Context: an optimization exercise on an open-source flow, tuned for small area, a short achievable clock period and few clock cycles. The choices shown serve that exercise and are no tape-out recipe.
Only simulation tests tie the RTL to the original design; equivalence was not proved.
Power and IR drop assume default switching activity.

sierra:
==> flow/design.v (excerpt) <==
module dshot_core (
  input  wire         clk,
  input  wire         rst,
  input  wire         cmd_valid,
  output wire         cmd_ready,
  input  wire [39:0]  cmd,
  output reg          rdata_valid,
  output reg  [31:0]  rdata,
  output reg          ev_valid,
  output reg  [146:0] ev
);
For scale: about 720 flip-flops, roughly 30000 sq um of cells after synthesis.
export LEC_CHECK = 0
export CAP_MARGIN = 20
export CORE_MARGIN = 2
export CORE_UTILIZATION = 45
export CTS_CLUSTER_DIAMETER = 100
export CTS_CLUSTER_SIZE = 24
export PLACE_DENSITY = 0.65
export SLEW_MARGIN = 20
create_clock -name core_clock -period 14.0 [get_ports {clk}]
standard.sh (not shown) runs the stock make flow with config.mk's settings and CLKGATE_MAP_FILE= SYNTH_SCRIPT=/design/flow/synth_recipe.tcl, a recipe that flattens the netlist after the stock synthesis.
==> flow/flow/run.sh <==
#!/bin/bash
# Standard ORFS layout, with timing repair aiming well below the clock period and
# plain buf_2 cells for the port buffers.
bash standard.sh SETUP_SLACK_MARGIN=10 TNS_END_PERCENT=100 "BUFFER_PORTS_ARGS=-buffer_cell sky130_fd_sc_hd__buf_2" finish > standard.log 2>&1
sierra: done, clean on timing, DRC and antenna
Testbench counts of sierra, summed over its fixed seeds: cycles 40,723.
Edits applied to the flow inputs when going from sierra to amber:
--- a/flow/config.mk
+++ b/flow/config.mk
@@ -12,3 +12,3 @@
 export CTS_CLUSTER_SIZE = 24
-export PLACE_DENSITY = 0.65
+export PLACE_DENSITY = 0.8
 export SLEW_MARGIN = 20
### Flow results
amber closes out successfully: all stages finished, all timing, DRC and antenna checks passed. Between sierra and amber, part of the cycle the worst path needs increased. Power density normalized to cell area of sierra is on par with amber. sierra has lower clock period minus worst slack than amber. amber against sierra; number of global-route vias before repair is down slightly.
Modified inputs, violet compared to amber
==> flow/flow/run.sh <==
#!/bin/bash
# Standard ORFS layout, with timing repair aiming well below the clock period and
# plain buf_2 cells for the port buffers.
bash standard.sh SETUP_SLACK_MARGIN=10.5 TNS_END_PERCENT=100 "BUFFER_PORTS_ARGS=-buffer_cell sky130_fd_sc_hd__buf_2" finish > standard.log 2>&1
--- a/flow/config.mk
+++ b/flow/config.mk
@@ -12,3 +12,3 @@
 export CTS_CLUSTER_SIZE = 24
-export PLACE_DENSITY = 0.8
+export PLACE_DENSITY = 0.65
 export SLEW_MARGIN = 20
==> comparison <==
Delta (violet minus amber): gate count of the mapped netlist has remained practically unchanged; sum of met3 wire segment lengths after detailed routing decreased by 1900 microns relative to the old numbers; number of fill cells now sits lower; part of the cycle the worst path needs roughly the same; number of tap instances essentially unchanged. ~same upper clock frequency limit in amber and violet. In the reports for amber and violet, the smaller non-filler instance count after layout belongs to amber. A launching element of the worst setup path of cmd[39] is what violet shows, while ev[75] belongs to amber.
--- input diff violet..zinc ---
==> flow/flow/run.sh <==
#!/bin/bash
# Standard ORFS layout, with timing repair aiming well below the clock period.
bash standard.sh SETUP_SLACK_MARGIN=10.25 TNS_END_PERCENT=100 finish > standard.log 2>&1
Results
- zinc finished all stages; the layout is clean.
- Maximum frequency across violet and zinc: no real change.
- Reported for violet and zinc, total DRC errors in the routed layout turned out identical to the last digit.
- On number of design-rule violations left by the first detailed-router iteration: between violet and zinc, it ends up lower for violet.
- Higher power density over the cells among violet and zinc: violet
- Initial antenna violation count delta for zinc relative to violet: 4 lower
- On sum of internal, switching and leakage power, the higher figure sits with violet, not zinc.
- Lower via count of the first global-routing pass goes to violet over zinc.
- Diff zinc..violet | post-layout worst setup margin | negligible
- violet has higher global routing met1 resource utilization than zinc.
- [compare] base=violet new=zinc: final cycle utilization of the critical path held steady, combinational share of power grew by 0.3 points.

port drivers added, routing unchanged:
Ports are ideal in the flow. The routed layouts listed here were re-timed in OpenROAD. Step 1 assumes that a clkbuf_16 drives the clock port and a buf_2 every other input. Step 2 times the ports against the registers' clock, not the clock port: input delays grow and output delays shrink by t, the midpoint of the rising clock arrivals with the driver on. Three values: ideal, step 1, step 2; two values: the first two.
run | shift t [ns] | setup slack, ns | worst setup path after step 2
sierra | 0.661 | 10.060 / 9.999 / 9.441 | input to register
amber | 0.659 | 10.039 / 9.980 / 9.531 | input to register
violet | 0.651 | 10.047 / 10.029 / 9.425 | input to register
zinc | 0.650 | 10.045 / 10.038 / 9.426 | input to register
After both steps every run listed still meets setup and hold. For violet, which loses most, drivers alone change the setup slack by -0.018 ns; drivers and shift together by -0.622 ns.
